What follows belongs to an exercise in optimizing a design on an open flow for small area; a production flow would make more cautious choices.
Only simulation tests tie the RTL to the original design; equivalence was not proved.
Power is estimated from default activity; no workload was simulated.

===== flow/constraint.sdc =====
create_clock -name core_clock -period 10.0 [get_ports {clk}]
set_input_delay 2.0000 -clock core_clock [delete_from_list [all_inputs] [get_ports {clk}]]
set_output_delay 2.0000 -clock core_clock [all_outputs]
set_load 0.01 [all_outputs]

===== flow/config.mk =====
export PLATFORM = sky130hd
export DESIGN_NAME = nrg_top
export DESIGN_NICKNAME = nrg_top
export VERILOG_FILES = /design/flow/design.v
export SDC_FILE = /design/flow/constraint.sdc
export NUM_CORES = 4
export LEC_CHECK = 0
export CAP_MARGIN = 20
export CORE_MARGIN = 2
export CORE_UTILIZATION = 30
export SLEW_MARGIN = 20

===== flow/run.sh =====
#!/bin/bash
# synth_recipe.tcl (not shown) runs the flow's synth.tcl, then flattens the netlist and writes it again
# the make line also repeats each setting of config.mk as NAME=value (left out here)
make -C /OpenROAD-flow-scripts/flow DESIGN_CONFIG=/design/flow/config.mk WORK_HOME=/design/flow/orfs CLKGATE_MAP_FILE= SYNTH_SCRIPT=/design/flow/synth_recipe.tcl finish

===== flow/design.v =====
module nrg_tag_lookup (
    input  wire [63:0] tag,       
    input  wire [7:0]  taglen,
    output reg         hit,
    output reg  [2:0]  area,
    output reg  [1:0]  words,
    output reg  [2:0]  kind
);
    localparam K_BIT = 3'd0, K_BYTE = 3'd1, K_INT16 = 3'd2, K_UINT16 = 3'd3,
               K_INT32 = 3'd4, K_FLOAT32 = 3'd5, K_UINT32 = 3'd6;
    function match;
        input [63:0] t;
        input [7:0]  tl;
        input [3:0]  l;
        input [63:0] s;
        integer i;
        begin
            match = (tl == {4'd0, l});
            for (i = 0; i < 8; i = i + 1)
                if (i < l && t[8*i +: 8] != s[8*(l-1-i) +: 8])
                    match = 1'b0;
        end
    endfunction
    always @* begin
        hit = 1'b1; area = 3'd0; words = 2'd0; kind = K_BIT;
        if      (match(tag, taglen, 5, "0xbit"  )) begin area = 3'd0; words = 2'd1; kind = K_BIT;     end
        else if (match(tag, taglen, 5, "1xbit"  )) begin area = 3'd1; words = 2'd1; kind = K_BIT;     end
        else if (match(tag, taglen, 6, "3xbyte" )) begin area = 3'd2; words = 2'd1; kind = K_BYTE;    end
        else if (match(tag, taglen, 6, "4xbyte" )) begin area = 3'd3; words = 2'd1; kind = K_BYTE;    end
        else if (match(tag, taglen, 5, "3xint"  )) begin area = 3'd2; words = 2'd1; kind = K_INT16;   end
        else if (match(tag, taglen, 5, "4xint"  )) begin area = 3'd3; words = 2'd1; kind = K_INT16;   end
        else if (match(tag, taglen, 6, "3xuint" )) begin area = 3'd2; words = 2'd1; kind = K_UINT16;  end
        else if (match(tag, taglen, 6, "4xuint" )) begin area = 3'd3; words = 2'd1; kind = K_UINT16;  end
        else if (match(tag, taglen, 5, "3xbit"  )) begin area = 3'd2; words = 2'd1; kind = K_BIT;     end
        else if (match(tag, taglen, 5, "4xbit"  )) begin area = 3'd3; words = 2'd1; kind = K_BIT;     end
        else if (match(tag, taglen, 6, "3xDint" )) begin area = 3'd2; words = 2'd2; kind = K_INT32;   end
        else if (match(tag, taglen, 6, "4xDint" )) begin area = 3'd3; words = 2'd2; kind = K_INT32;   end
        else if (match(tag, taglen, 7, "3xfloat")) begin area = 3'd2; words = 2'd2; kind = K_FLOAT32; end
        else if (match(tag, taglen, 7, "4xfloat")) begin area = 3'd3; words = 2'd2; kind = K_FLOAT32; end
        else if (match(tag, taglen, 2, "VB"     )) begin area = 3'd4; words = 2'd1; kind = K_BYTE;    end
        else if (match(tag, taglen, 2, "MB"     )) begin area = 3'd5; words = 2'd1; kind = K_BYTE;    end
        else if (match(tag, taglen, 2, "IB"     )) begin area = 3'd6; words = 2'd1; kind = K_BYTE;    end
        else if (match(tag, taglen, 2, "QB"     )) begin area = 3'd7; words = 2'd1; kind = K_BYTE;    end
        else if (match(tag, taglen, 2, "VW"     )) begin area = 3'd4; words = 2'd1; kind = K_UINT16;  end
        else if (match(tag, taglen, 2, "MW"     )) begin area = 3'd5; words = 2'd1; kind = K_UINT16;  end
        else if (match(tag, taglen, 2, "VD"     )) begin area = 3'd4; words = 2'd2; kind = K_UINT32;  end
        else if (match(tag, taglen, 2, "MD"     )) begin area = 3'd5; words = 2'd2; kind = K_UINT32;  end
        else if (match(tag, taglen, 2, "VF"     )) begin area = 3'd4; words = 2'd2; kind = K_FLOAT32; end
        else if (match(tag, taglen, 2, "MF"     )) begin area = 3'd5; words = 2'd2; kind = K_FLOAT32; end
        else hit = 1'b0;
    end
endmodule
module nrg_order_lookup (
    input  wire [31:0] ord,       
    input  wire [7:0]  ordlen,
    output reg  [2:0]  tok        
);
    always @* begin
        tok = 3'd0;
        if (ordlen == 8'd2) begin
            if      (ord[15:0] == {8'h42, 8'h41}) tok = 3'd1;    
            else if (ord[15:0] == {8'h41, 8'h42}) tok = 3'd2;    
        end else if (ordlen == 8'd4) begin
            if      (ord == {8'h44, 8'h43, 8'h42, 8'h41}) tok = 3'd3;    
            else if (ord == {8'h42, 8'h41, 8'h44, 8'h43}) tok = 3'd4;    
            else if (ord == {8'h43, 8'h44, 8'h41, 8'h42}) tok = 3'd5;    
            else if (ord == {8'h41, 8'h42, 8'h43, 8'h44}) tok = 3'd6;    
        end
    end
endmodule
module nrg_codec (
    input  wire        hit,
    input  wire [2:0]  area,
    input  wire [1:0]  words,
    input  wire [2:0]  kind,
    input  wire [2:0]  tok,
    input  wire        selp,
    input  wire [7:0]  bitsel,
    output reg         pre_fail,
    output reg  [7:0]  pre_err,
    output reg  [3:0]  pre_field,
    input  wire [31:0] dbuf,
    input  wire [7:0]  dlen,
    output reg         dec_fail,
    output reg  [7:0]  dec_err,
    output reg  [3:0]  dec_field,
    output reg  [31:0] dec_value,
    input  wire [31:0] value,
    input  wire        cwp,
    input  wire [15:0] curword,
    output reg         enc_fail,
    output reg  [7:0]  enc_err,
    output reg  [3:0]  enc_field,
    output reg  [31:0] enc_buf
);
    localparam K_BIT = 3'd0, K_BYTE = 3'd1, K_INT16 = 3'd2, K_UINT16 = 3'd3;
    localparam T_AB = 3'd1, T_BA = 3'd2, T_ABCD = 3'd3, T_CDAB = 3'd4, T_BADC = 3'd5, T_DCBA = 3'd6;
    localparam E_UNKNOWN_TYPE = 8'd1, E_BAD_ORDER = 8'd2, E_BIT_RANGE = 8'd3,
               E_BAD_LENGTH = 8'd5, E_NO_SELECTOR = 8'd6, E_NO_CURWORD = 8'd7,
               E_VALUE_RANGE = 8'd8;
    localparam F_TAG = 4'd1, F_ORDER = 4'd2, F_BITSEL = 4'd3, F_BUFFER = 4'd4,
               F_VALUE = 4'd5, F_CURWORD = 4'd6;
    wire two_word = (words == 2'd2);
    wire coil_bit = (kind == K_BIT) && (area == 3'd0 || area == 3'd1);
    wire reg_bit  = (kind == K_BIT) && (area == 3'd2 || area == 3'd3);
    wire order_ok = two_word ? (tok == T_ABCD || tok == T_CDAB || tok == T_BADC || tok == T_DCBA)
                             : (tok == T_AB || tok == T_BA);
    function [15:0] permute2;
        input [15:0] b;
        input [2:0]  t;
        permute2 = (t == T_AB) ? {b[7:0], b[15:8]} : b;
    endfunction
    function [31:0] permute4;
        input [31:0] b;
        input [2:0]  t;
        case (t)
            T_CDAB:  permute4 = {b[15:8],  b[7:0],   b[31:24], b[23:16]};
            T_BADC:  permute4 = {b[23:16], b[31:24], b[7:0],   b[15:8]};
            T_DCBA:  permute4 = {b[7:0],   b[15:8],  b[23:16], b[31:24]};
            default: permute4 = b;
        endcase
    endfunction
    always @* begin
        pre_fail = 1'b1; pre_err = 8'd0; pre_field = 4'd0;
        if (!hit) begin
            pre_err = E_UNKNOWN_TYPE; pre_field = F_TAG;
        end else if (!order_ok) begin
            pre_err = E_BAD_ORDER; pre_field = F_ORDER;
        end else if (reg_bit && selp && bitsel > 8'd15) begin
            pre_err = E_BIT_RANGE; pre_field = F_BITSEL;
        end else
            pre_fail = 1'b0;
    end
    wire [15:0] p2   = permute2(dbuf[15:0], tok);
    wire [15:0] w16  = {p2[7:0], p2[15:8]};                    
    wire [31:0] p4   = permute4(dbuf, tok);
    wire [31:0] w32  = {p4[7:0], p4[15:8], p4[23:16], p4[31:24]};   
    wire [15:0] wsh  = w16 >> bitsel[3:0];
    always @* begin
        dec_fail = 1'b0; dec_err = 8'd0; dec_field = 4'd0; dec_value = 32'd0;
        if (pre_fail) begin
            dec_fail = 1'b1; dec_err = pre_err; dec_field = pre_field;
        end else if (dlen != {5'd0, words, 1'b0}) begin
            dec_fail = 1'b1; dec_err = E_BAD_LENGTH; dec_field = F_BUFFER;
        end else if (kind == K_BYTE || coil_bit) begin
            dec_value = {24'd0, dbuf[7:0]};
        end else if (reg_bit) begin
            if (!selp) begin
                dec_fail = 1'b1; dec_err = E_NO_SELECTOR; dec_field = F_BITSEL;
            end else
                dec_value = {31'd0, wsh[0]};
        end else if (kind == K_INT16) begin
            dec_value = {{16{w16[15]}}, w16};
        end else if (kind == K_UINT16) begin
            dec_value = {16'd0, w16};
        end else begin
            dec_value = w32;
        end
    end
    reg legal;
    always @* begin
        case (kind)
            K_BIT:    legal = (value == 32'd0) || (value == 32'd1);
            K_BYTE:   legal = (value[31:8] == 24'd0);
            K_UINT16: legal = (value[31:16] == 16'd0);
            K_INT16:  legal = (value[31:15] == 17'd0) || (value[31:15] == 17'h1FFFF);
            default:  legal = 1'b1;
        endcase
    end
    wire [15:0] bmask  = 16'd1 << bitsel[3:0];
    wire [15:0] newwrd = value[0] ? (curword | bmask) : (curword & ~bmask);
    wire [15:0] ser_nw = {newwrd[7:0], newwrd[15:8]};           
    wire [15:0] ser_v  = {value[7:0], value[15:8]};
    wire [31:0] ser_v4 = {value[7:0], value[15:8], value[23:16], value[31:24]};
    always @* begin
        enc_fail = 1'b0; enc_err = 8'd0; enc_field = 4'd0; enc_buf = 32'd0;
        if (pre_fail) begin
            enc_fail = 1'b1; enc_err = pre_err; enc_field = pre_field;
        end else if (reg_bit && !selp) begin
            enc_fail = 1'b1; enc_err = E_NO_SELECTOR; enc_field = F_BITSEL;
        end else if (!legal) begin
            enc_fail = 1'b1; enc_err = E_VALUE_RANGE; enc_field = F_VALUE;
        end else if (reg_bit && !cwp) begin
            enc_fail = 1'b1; enc_err = E_NO_CURWORD; enc_field = F_CURWORD;
        end else if (kind == K_BYTE || coil_bit) begin
            enc_buf = {24'd0, value[7:0]};
        end else if (reg_bit) begin
            enc_buf = {16'd0, permute2(ser_nw, tok)};
        end else if (!two_word) begin
            enc_buf = {16'd0, permute2(ser_v, tok)};
        end else begin
            enc_buf = permute4(ser_v4, tok);
        end
    end
endmodule
module nrg_top (
    input  wire        clk,
    input  wire        rst,           
    input  wire        host_we,
    input  wire [6:0]  host_addr,
    input  wire [31:0] host_wdata,
    output reg  [31:0] host_rdata,
    output reg         req_valid,
    output reg  [1:0]  req_kind,      
    output reg  [2:0]  req_area,
    output reg  [15:0] req_unit,
    output reg  [15:0] req_start,
    output reg  [1:0]  req_wc,
    output reg  [31:0] req_data,
    input  wire        ans_valid,
    input  wire        ans_err,
    input  wire [7:0]  ans_len,
    input  wire [31:0] ans_data
);
    localparam OP_PERM2 = 8'd1, OP_PERM4 = 8'd2, OP_XBIT = 8'd3, OP_SBIT = 8'd4,
               OP_PARSE = 8'd5, OP_DECODE = 8'd6, OP_ENCODE = 8'd7, OP_XREAD = 8'd8,
               OP_XWRITE = 8'd9;
    localparam K_BIT = 3'd0, K_UINT16 = 3'd3;
    localparam T_AB = 3'd1, T_BA = 3'd2;
    localparam PH_IDLE = 3'd0, PH_XPORT = 3'd3, PH_DONE = 3'd5, PH_FAILED = 3'd6;
    localparam E_BAD_ORDER = 8'd2, E_BIT_RANGE = 8'd3, E_UNSUP_OP = 8'd4,
               E_BAD_LENGTH = 8'd5, E_TRANSPORT = 8'd9, E_ILLEGAL = 8'd10;
    localparam F_ORDER = 4'd2, F_BITSEL = 4'd3, F_BUFFER = 4'd4, F_VALUE = 4'd5,
               F_ADDRESS = 4'd7, F_TRANSPORT = 4'd8, F_COMMAND = 4'd9;
    localparam S_IDLE = 3'd0, S_ACQ = 3'd1, S_READ = 3'd2, S_RMW = 3'd3, S_WRITE = 3'd4;
    localparam R_ACQUIRE = 2'd0, R_READ = 2'd1, R_WRITE = 2'd2, R_RELEASE = 2'd3;
    reg [31:0] buf_q;      reg [7:0] buflen_q;
    reg [31:0] ord_q;      reg [7:0] ordlen_q;
    reg [63:0] tag_q;      reg [7:0] taglen_q;
    reg [7:0]  bitsel_q;
    reg [15:0] word_q;
    reg [15:0] curword_q;
    reg [31:0] value_q;
    reg [2:0]  area_q;
    reg [15:0] start_q;
    reg [7:0]  slave_q;
    reg [15:0] dbnum_q;
    reg [31:0] rbuf_q;     reg [7:0] rbuflen_q;
    reg [31:0] rvalue_q;
    reg [2:0]  rkind_q;
    reg [2:0]  rarea_q;
    reg [1:0]  rwords_q;
    reg [31:0] cmd_q;
    reg        busy_q, done_q, fail_q, rvalid_q, rsvalid_q;
    reg [2:0]  phase_q;
    reg [7:0]  err_q;
    reg [3:0]  errf_q;
    reg [2:0]  seq_q;
    reg        conn_q;
    wire [31:0] status = {4'd0, errf_q, err_q, 5'd0, phase_q, 3'd0,
                          rsvalid_q, rvalid_q, fail_q, done_q, busy_q};
    always @* begin
        case (host_addr)
            7'h00: host_rdata = cmd_q;
            7'h01: host_rdata = status;
            7'h10: host_rdata = {24'd0, buf_q[7:0]};
            7'h11: host_rdata = {24'd0, buf_q[15:8]};
            7'h12: host_rdata = {24'd0, buf_q[23:16]};
            7'h13: host_rdata = {24'd0, buf_q[31:24]};
            7'h14: host_rdata = {24'd0, buflen_q};
            7'h18: host_rdata = {24'd0, ord_q[7:0]};
            7'h19: host_rdata = {24'd0, ord_q[15:8]};
            7'h1A: host_rdata = {24'd0, ord_q[23:16]};
            7'h1B: host_rdata = {24'd0, ord_q[31:24]};
            7'h1C: host_rdata = {24'd0, ordlen_q};
            7'h20: host_rdata = {24'd0, tag_q[7:0]};
            7'h21: host_rdata = {24'd0, tag_q[15:8]};
            7'h22: host_rdata = {24'd0, tag_q[23:16]};
            7'h23: host_rdata = {24'd0, tag_q[31:24]};
            7'h24: host_rdata = {24'd0, tag_q[39:32]};
            7'h25: host_rdata = {24'd0, tag_q[47:40]};
            7'h26: host_rdata = {24'd0, tag_q[55:48]};
            7'h27: host_rdata = {24'd0, tag_q[63:56]};
            7'h28: host_rdata = {24'd0, taglen_q};
            7'h30: host_rdata = {24'd0, bitsel_q};
            7'h31: host_rdata = {16'd0, word_q};
            7'h32: host_rdata = {16'd0, curword_q};
            7'h33: host_rdata = value_q;
            7'h38: host_rdata = {29'd0, area_q};
            7'h39: host_rdata = {16'd0, start_q};
            7'h3A: host_rdata = {24'd0, slave_q};
            7'h3B: host_rdata = {16'd0, dbnum_q};
            7'h40: host_rdata = {24'd0, rbuf_q[7:0]};
            7'h41: host_rdata = {24'd0, rbuf_q[15:8]};
            7'h42: host_rdata = {24'd0, rbuf_q[23:16]};
            7'h43: host_rdata = {24'd0, rbuf_q[31:24]};
            7'h44: host_rdata = {24'd0, rbuflen_q};
            7'h48: host_rdata = rvalue_q;
            7'h49: host_rdata = {29'd0, rkind_q};
            7'h4A: host_rdata = {29'd0, rarea_q};
            7'h4B: host_rdata = {30'd0, rwords_q};
            default: host_rdata = 32'd0;
        endcase
    end
    wire        issue  = host_we && (host_addr == 7'h00) && !busy_q;
    wire        answer = busy_q && ans_valid;
    wire [31:0] cword  = busy_q ? cmd_q : host_wdata;
    wire [7:0]  op     = cword[7:0];
    wire        selp   = cword[8];
    wire        t_hit;
    wire [2:0]  t_area, t_kind;
    wire [1:0]  t_words;
    wire [2:0]  tok;
    nrg_tag_lookup u_tag (.tag(tag_q), .taglen(taglen_q),
                          .hit(t_hit), .area(t_area), .words(t_words), .kind(t_kind));
    nrg_order_lookup u_ord (.ord(ord_q), .ordlen(ordlen_q), .tok(tok));
    wire [15:0] ans_p2 = (tok == T_AB) ? {ans_data[7:0], ans_data[15:8]} : ans_data[15:0];
    wire [15:0] ans_cw = {ans_p2[7:0], ans_p2[15:8]};
    wire        pre_fail, dec_fail, enc_fail;
    wire [7:0]  pre_err, dec_err, enc_err;
    wire [3:0]  pre_field, dec_field, enc_field;
    wire [31:0] dec_value, enc_buf;
    nrg_codec u_codec (
        .hit(t_hit), .area(t_area), .words(t_words), .kind(t_kind), .tok(tok),
        .selp(selp), .bitsel(bitsel_q),
        .pre_fail(pre_fail), .pre_err(pre_err), .pre_field(pre_field),
        .dbuf(busy_q ? ans_data : buf_q), .dlen(busy_q ? ans_len : buflen_q),
        .dec_fail(dec_fail), .dec_err(dec_err), .dec_field(dec_field), .dec_value(dec_value),
        .value(value_q), .cwp(busy_q ? 1'b1 : cword[9]), .curword(busy_q ? ans_cw : curword_q),
        .enc_fail(enc_fail), .enc_err(enc_err), .enc_field(enc_field), .enc_buf(enc_buf));
    wire reg_bit     = (t_kind == K_BIT) && (t_area == 3'd2 || t_area == 3'd3);
    wire modbus_area = !area_q[2];
    wire area_ok     = (area_q == t_area) && !(op == OP_XWRITE && (area_q == 3'd0 || area_q == 3'd1));
    wire [15:0] xbit_sh = word_q >> bitsel_q[3:0];
    wire [15:0] sb_mask = 16'd1 << bitsel_q[3:0];
    wire [15:0] sb_word = value_q[0] ? (word_q | sb_mask) : (word_q & ~sb_mask);
    reg        fin;           
    reg        ffail;         
    reg [7:0]  ferr;
    reg [3:0]  ffield;
    reg [31:0] n_rbuf;   reg [7:0] n_rbuflen;
    reg [31:0] n_rvalue; reg [2:0] n_rkind; reg [2:0] n_rarea; reg [1:0] n_rwords;
    reg        n_rvalid, n_rsvalid;
    reg        go_busy;       
    reg        send;          
    reg [1:0]  s_kind;
    reg [1:0]  s_wc;
    reg [31:0] s_data;
    reg [2:0]  n_seq;
    reg        got_conn;      
    always @* begin
        fin = 1'b0; ffail = 1'b0; ferr = 8'd0; ffield = 4'd0;
        n_rbuf = 32'd0; n_rbuflen = 8'd0; n_rvalue = 32'd0; n_rkind = 3'd0;
        n_rarea = 3'd0; n_rwords = 2'd0; n_rvalid = 1'b0; n_rsvalid = 1'b0;
        go_busy = 1'b0; send = 1'b0; s_kind = R_ACQUIRE; s_wc = 2'd0; s_data = 32'd0;
        n_seq = S_IDLE; got_conn = 1'b0;
        if (issue) begin
            if (cword[31:10] != 22'd0 || op == 8'd0 || op > OP_XWRITE) begin
                fin = 1'b1; ffail = 1'b1; ferr = E_ILLEGAL; ffield = F_COMMAND;
            end else begin
                case (op)
                OP_PERM2: begin
                    fin = 1'b1;
                    if (tok != T_AB && tok != T_BA) begin
                        ffail = 1'b1; ferr = E_BAD_ORDER; ffield = F_ORDER;
                    end else if (buflen_q != 8'd2) begin
                        ffail = 1'b1; ferr = E_BAD_LENGTH; ffield = F_BUFFER;
                    end else begin
                        n_rbuf = {16'd0, (tok == T_AB) ? {buf_q[7:0], buf_q[15:8]} : buf_q[15:0]};
                        n_rbuflen = 8'd2;
                    end
                end
                OP_PERM4: begin
                    fin = 1'b1;
                    if (tok == 3'd0) begin
                        ffail = 1'b1; ferr = E_BAD_ORDER; ffield = F_ORDER;
                    end else if (buflen_q != 8'd4) begin
                        ffail = 1'b1; ferr = E_BAD_LENGTH; ffield = F_BUFFER;
                    end else begin
                        case (tok)
                            3'd4:    n_rbuf = {buf_q[15:8],  buf_q[7:0],   buf_q[31:24], buf_q[23:16]};
                            3'd5:    n_rbuf = {buf_q[23:16], buf_q[31:24], buf_q[7:0],   buf_q[15:8]};
                            3'd6:    n_rbuf = {buf_q[7:0],   buf_q[15:8],  buf_q[23:16], buf_q[31:24]};
                            default: n_rbuf = buf_q;
                        endcase
                        n_rbuflen = 8'd4;
                    end
                end
                OP_XBIT: begin
                    fin = 1'b1;
                    if (bitsel_q > 8'd15) begin
                        ffail = 1'b1; ferr = E_BIT_RANGE; ffield = F_BITSEL;
                    end else begin
                        n_rvalue = {31'd0, xbit_sh[0]}; n_rkind = K_BIT; n_rvalid = 1'b1;
                    end
                end
                OP_SBIT: begin
                    fin = 1'b1;
                    if (bitsel_q > 8'd15) begin
                        ffail = 1'b1; ferr = E_BIT_RANGE; ffield = F_BITSEL;
                    end else if (value_q > 32'd1) begin
                        ffail = 1'b1; ferr = E_BIT_RANGE; ffield = F_VALUE;
                    end else begin
                        n_rvalue = {16'd0, sb_word}; n_rkind = K_UINT16; n_rvalid = 1'b1;
                    end
                end
                OP_PARSE: begin
                    fin = 1'b1;
                    if (!t_hit) begin
                        ffail = 1'b1; ferr = pre_err; ffield = pre_field;
                    end else begin
                        n_rarea = t_area; n_rwords = t_words; n_rkind = t_kind; n_rsvalid = 1'b1;
                    end
                end
                OP_DECODE: begin
                    fin = 1'b1;
                    if (dec_fail) begin
                        ffail = 1'b1; ferr = dec_err; ffield = dec_field;
                    end else begin
                        n_rvalue = dec_value; n_rkind = t_kind; n_rvalid = 1'b1;
                        n_rarea = t_area; n_rwords = t_words; n_rsvalid = 1'b1;
                    end
                end
                OP_ENCODE: begin
                    fin = 1'b1;
                    if (enc_fail) begin
                        ffail = 1'b1; ferr = enc_err; ffield = enc_field;
                    end else begin
                        n_rbuf = enc_buf; n_rbuflen = {5'd0, t_words, 1'b0};
                        n_rarea = t_area; n_rwords = t_words; n_rkind = t_kind; n_rsvalid = 1'b1;
                    end
                end
                default: begin    
                    if (pre_fail) begin
                        fin = 1'b1; ffail = 1'b1; ferr = pre_err; ffield = pre_field;
                    end else if (!area_ok) begin
                        fin = 1'b1; ffail = 1'b1; ferr = E_UNSUP_OP; ffield = F_ADDRESS;
                    end else if (op == OP_XWRITE && !reg_bit && enc_fail) begin
                        fin = 1'b1; ffail = 1'b1; ferr = enc_err; ffield = enc_field;
                    end else begin
                        go_busy = 1'b1; send = 1'b1; s_kind = R_ACQUIRE; n_seq = S_ACQ;
                    end
                end
                endcase
            end
        end else if (answer) begin
            case (seq_q)
            S_ACQ: begin
                if (ans_err) begin
                    fin = 1'b1; ffail = 1'b1; ferr = E_TRANSPORT; ffield = F_TRANSPORT;
                end else begin
                    got_conn = 1'b1; go_busy = 1'b1; send = 1'b1;
                    if (op == OP_XREAD) begin
                        s_kind = R_READ; s_wc = t_words; n_seq = S_READ;
                    end else if (reg_bit) begin
                        s_kind = R_READ; s_wc = 2'd1; n_seq = S_RMW;
                    end else begin
                        s_kind = R_WRITE; s_wc = t_words; s_data = enc_buf; n_seq = S_WRITE;
                    end
                end
            end
            S_READ: begin
                fin = 1'b1;
                if (ans_err) begin
                    ffail = 1'b1; ferr = E_TRANSPORT; ffield = F_TRANSPORT;
                end else if (dec_fail) begin
                    ffail = 1'b1; ferr = dec_err; ffield = dec_field;
                end else begin
                    n_rvalue = dec_value; n_rkind = t_kind; n_rvalid = 1'b1;
                    n_rarea = t_area; n_rwords = t_words; n_rsvalid = 1'b1;
                end
            end
            S_RMW: begin
                if (ans_err) begin
                    fin = 1'b1; ffail = 1'b1; ferr = E_TRANSPORT; ffield = F_TRANSPORT;
                end else if (ans_len != 8'd2) begin
                    fin = 1'b1; ffail = 1'b1; ferr = E_BAD_LENGTH; ffield = F_BUFFER;
                end else if (enc_fail) begin
                    fin = 1'b1; ffail = 1'b1; ferr = enc_err; ffield = enc_field;
                end else begin
                    go_busy = 1'b1; send = 1'b1;
                    s_kind = R_WRITE; s_wc = 2'd1; s_data = enc_buf; n_seq = S_WRITE;
                end
            end
            default: begin    
                fin = 1'b1;
                if (ans_err) begin
                    ffail = 1'b1; ferr = E_TRANSPORT; ffield = F_TRANSPORT;
                end else begin
                    n_rvalue = value_q; n_rkind = t_kind; n_rvalid = 1'b1;
                    n_rarea = t_area; n_rwords = t_words; n_rsvalid = 1'b1;
                end
            end
            endcase
        end
    end
    wire op_we = host_we && !busy_q;
    always @(posedge clk) begin
        if (rst) begin
            buf_q <= 32'd0;  buflen_q <= 8'd0;
            ord_q <= 32'd0;  ordlen_q <= 8'd0;
            tag_q <= 64'd0;  taglen_q <= 8'd0;
            bitsel_q <= 8'd0; word_q <= 16'd0; curword_q <= 16'd0; value_q <= 32'd0;
            area_q <= 3'd0;  start_q <= 16'd0; slave_q <= 8'd0; dbnum_q <= 16'd0;
        end else if (op_we) begin
            case (host_addr)
                7'h10: buf_q[7:0]   <= host_wdata[7:0];
                7'h11: buf_q[15:8]  <= host_wdata[7:0];
                7'h12: buf_q[23:16] <= host_wdata[7:0];
                7'h13: buf_q[31:24] <= host_wdata[7:0];
                7'h14: buflen_q     <= host_wdata[7:0];
                7'h18: ord_q[7:0]   <= host_wdata[7:0];
                7'h19: ord_q[15:8]  <= host_wdata[7:0];
                7'h1A: ord_q[23:16] <= host_wdata[7:0];
                7'h1B: ord_q[31:24] <= host_wdata[7:0];
                7'h1C: ordlen_q     <= host_wdata[7:0];
                7'h20: tag_q[7:0]   <= host_wdata[7:0];
                7'h21: tag_q[15:8]  <= host_wdata[7:0];
                7'h22: tag_q[23:16] <= host_wdata[7:0];
                7'h23: tag_q[31:24] <= host_wdata[7:0];
                7'h24: tag_q[39:32] <= host_wdata[7:0];
                7'h25: tag_q[47:40] <= host_wdata[7:0];
                7'h26: tag_q[55:48] <= host_wdata[7:0];
                7'h27: tag_q[63:56] <= host_wdata[7:0];
                7'h28: taglen_q     <= host_wdata[7:0];
                7'h30: bitsel_q     <= host_wdata[7:0];
                7'h31: word_q       <= host_wdata[15:0];
                7'h32: curword_q    <= host_wdata[15:0];
                7'h33: value_q      <= host_wdata;
                7'h38: area_q       <= host_wdata[2:0];
                7'h39: start_q      <= host_wdata[15:0];
                7'h3A: slave_q      <= host_wdata[7:0];
                7'h3B: dbnum_q      <= host_wdata[15:0];
                default: ;
            endcase
        end
    end
    always @(posedge clk) begin
        if (rst) begin
            cmd_q <= 32'd0;
            rbuf_q <= 32'd0; rbuflen_q <= 8'd0; rvalue_q <= 32'd0;
            rkind_q <= 3'd0; rarea_q <= 3'd0; rwords_q <= 2'd0;
            busy_q <= 1'b0; done_q <= 1'b0; fail_q <= 1'b0; rvalid_q <= 1'b0; rsvalid_q <= 1'b0;
            phase_q <= PH_IDLE; err_q <= 8'd0; errf_q <= 4'd0;
            seq_q <= S_IDLE; conn_q <= 1'b0;
            req_valid <= conn_q; req_kind <= R_RELEASE;
            req_area <= 3'd0; req_unit <= 16'd0; req_start <= 16'd0; req_wc <= 2'd0; req_data <= 32'd0;
        end else begin
            if (issue)
                cmd_q <= host_wdata;
            if (fin || go_busy) begin
                rbuf_q <= n_rbuf; rbuflen_q <= n_rbuflen; rvalue_q <= n_rvalue;
                rkind_q <= n_rkind; rarea_q <= n_rarea; rwords_q <= n_rwords;
                rvalid_q <= n_rvalid; rsvalid_q <= n_rsvalid;
                busy_q <= go_busy; done_q <= fin; fail_q <= ffail;
                phase_q <= fin ? (ffail ? PH_FAILED : PH_DONE) : PH_XPORT;
                err_q <= ferr; errf_q <= ffield;
                seq_q <= n_seq;
            end
            if (got_conn)
                conn_q <= 1'b1;
            else if (fin)
                conn_q <= 1'b0;
            req_valid <= send || (fin && conn_q);
            req_kind  <= send ? s_kind : R_RELEASE;
            req_area  <= area_q;
            req_unit  <= modbus_area ? {8'd0, slave_q} : dbnum_q;
            req_start <= start_q;
            req_wc    <= s_wc;
            req_data  <= s_data;
        end
    end
endmodule

==> qor.yml <==
timing:
  setup_viol: 0
  max_freq_ghz: 0.126
  min_period_ns: 7.94
  slew_headroom_pct: 12.3
  worstMarginPinSlew_ns: 1.30
  tns_ns: 0
  final_max_slew_viol_count: 0
  hold_slack_ns: 0.454
  rsz0062_at_grt: "no"
  clock_skew_ns: 0.0339
  finalCritPeriodShare_pct: 79.4
  setup_slack_ns: 2.06
  hold_viol_final: 0
logic_synthesis:
  syn-instance-count: 4106
  avgSynthCellArea_um2: 6.91
  synth_ff_type: "dfxtp_1"
  yosys-top-cells-area: "dfxtp_1 33%, nand2_1 13%, a21oi_1 10%"
  yosysUniqueCellTypes: 85
  synth.top_cells.by_count: "1,013 x nand2_1, 569 x a21oi_1, 464 x dfxtp_1"
  syn_area_um2: 28400
  yosys.area.top_type: "dfxtp_1"
  synth_fp_nets: 4190
  synth_edf_count: 0
  synth.yosys.seq_area_share_pct: 32.8
  ys_async_sr_fraction_pct: 0
  synthMostInstantiatedCell: "nand2_1"
  synth-seq-cells: 464
  yosysWarnings: 4
  synth.top_cell.area_share_pct: 32.8
worst_hold_path:
  min_delay_worst_endpoint: "tag_q[57]"
  hp-class: "reg -> reg"
  worstHoldPathCells: 2
  holdCritStartpoint: "tag_q[57]"
placed_design:
  dp_cells: 5270
  pre_cts_ws_ns: 2.12
  place_area_um2: 31200
  gp_congestion: 1.05
  port_buffers: 187
  dp_hpwl_um: 118000
clock_network:
  cts_setup_buffers: 0
  ctsHoldBuffers: 0
  cts_buffer_depth: 3
  cts_tree: "built"
  cts_made_buffers: 55
  cts-resized-gates: 0
  clkLatencyLatePin_ns: 0.67
  cts-root-buf: "clkbuf_16"
  htree_levels: 2
  clock-sinks: 464
  cts.reportedPaths.clkPinSlew_ns: 0.06
cells_and_area:
  syn2layout_area_growth_pct: 17.1
  fin_util_pct: 35.5
  final_cells: 5379
  finalInstanceArea_um2: 33200
  drive_gt1_share_pct: 6.65
  nets: 4157
  fillers: 10064
global_route:
  grt_max_degree: 111
  grt_pass1_vias: 30423
  antenna_found_initial: 8
  grt_util_all_layers_pct: 31.6
  grt_pass1_wl_um: 226000
  global_route.overflow_total: 0
route:
  drcViolationCount: 0
  wl_per_cell_um: 29.9
  drt_iter0_markers: 5017
  postRouteWirelength_um: 161000
  viasPerCell: 6.23
  num_vias: 33516
  ant_nets: 0
  drt_first_pass_iters: 10
die:
  pin_count: 188
  core_um2: 93500
  start_util_pct: 30.3
  chipWidth_um: 311
  die_h_um: 311
  core.rowCount: 112
  die_area_um2: 97000
power:
  vdd_drop_max_mv: 0.116
  p_total_mw: 4.24
  power_density_nw_per_um2: 128
  power.leakage_nw: 10.3
setup_path:
  worst-path-max-fanout: 34
  start_kind: "input port"
  r2r_setup_slack_ns: 4.32
  worstPathRequired_ns: 8.00
  arrival_ns: 5.94
  end_kind: "output port"
  reg2reg_depth: 9
  r2r-end: "rbuf_q[21]"
  timing.rr.start: "ord_q[0]"
  critical_path_class: "in -> out"
status:
  outcome: "timing/DRC/antenna clean"
flow_run:
  max_cap_violations: 0
kinds of logic (layout without fill, tap and decap cells):
family	Yosys count	after routing	synth area share, %
AO/OA/AOI/OAI	1247	1247	26.8
XOR/XNOR	4	4	0.124
buffers and inverters	392	404	5.26
flip-flops	464	464	32.8
multiplexers	125	125	4.94
other	0	7	0
AND/OR/NAND/NOR	1874	1874	30.1
metal layers:
metal / GRT usage (%) / part of all wire, % / vias to the layer above
li1: - / - / 14684
met1: 41.2 / 40 / 16125
met2: 47.0 / 42 / 2186
met3: 6.95 / 10 / 517
met4: 20.0 / 7.7 / 4
met5: 0 / 0.017 / -
cells in the final DEF (no fill, tap or decap), types with 56 or more instances in the layout:
master and count:
mux2i_1 87, nor3_1 59, dfxtp_1 463, nand4_1 56, o21ai_0 236, nor2_1 257, a22oi_1 104, nand2_1 1010
buf_4 85, nand3_1 157, a21oi_1 569, clkdlybuf4s50_1 186
layout make-up:
| cell class | count | area, µm² | area share, % |
|---|---|---|---|
| multi-input cells | 3250 | 17700 | 53.4 |
| flip-flops and latches | 464 | 9290 | 28.0 |
| repair buffers | 272 | 2510 | 7.58 |
| well taps | 1254 | 1570 | 4.73 |
| clock buffers | 75 | 1550 | 4.67 |
| clock inverters | 27 | 398 | 1.20 |
| inverters | 30 | 113 | 0.339 |
| diodes | 7 | 17.5 | 0.0528 |
state kept, by name, summed over array words and instances (netlist names), 8 cells and up:
name       cells
tag_q         64
buf_q         32
cmd_q         32
ord_q         32
rbuf_q        32
req_data      32
rvalue_q      32
value_q       32
curword_q     16
dbnum_q       16
req_start     16
req_unit      16
start_q       16
word_q        16
bitsel_q       8
buflen_q       8
ordlen_q       8
slave_q        8
taglen_q       8
worst max-delay path by stage:
stage                             from             to  cells after the start
final                     host_addr[0]  host_rdata[1]                     11
after global routing      host_addr[0]  host_rdata[1]                     11
after CTS                 host_addr[0]  host_rdata[1]                     11
after detailed placement  host_addr[0]  host_rdata[1]                     11
after global placement    host_addr[0]  host_rdata[1]                     11
after floorplan           host_addr[4]  host_rdata[3]                     10
worst max-delay path, stage by stage:
cell	delay [ns]
clkdlybuf4s50_1	0.94
nor2_1	0.14
nand2_1	0.24
nor4_2	0.06
buf_4	0.28
a22o_1	0.29
a221oi_1	0.21
nand4_1	0.14
a2111oi_0	0.80
nand4_1	0.18
clkdlybuf4s50_1	0.63
where the power goes:
| group | leakage (nW) | switching (mW) | internal [mW] |
|---|---|---|---|
| registers | 3.74 | 0.00721 | 1.85 |
| logic | 5.62 | 0.136 | 0.0497 |
| clock network | 0.950 | 0.895 | 1.30 |
| total | 10.3 | 1.04 | 3.20 |

[separate check: timing with driven ports]
The results above use ideal ports. As a check the final layout listed here was re-extracted and re-timed, cells and wires unchanged.
Step 1 assumes that a clkbuf_16 drives the clock port and a buf_2 every other input.
Step 2, shift: input delay + t, output delay - t, t = (earliest + latest rising clock arrival at the registers) / 2. This alone moves slack from input paths to output paths.
a / b / c = ideal ports / drivers / drivers and shift; a / b = the first two.
t, ns: 0.723
slack for setup (ns): 2.063 / 2.018 / 2.018
worst setup path at the end: input to output
clock arrival spread, ns: 0.034 / 0.034
After both steps setup and hold are still met in this run. For this run, drivers alone change the setup slack by -0.045 ns; drivers and shift together by -0.045 ns.
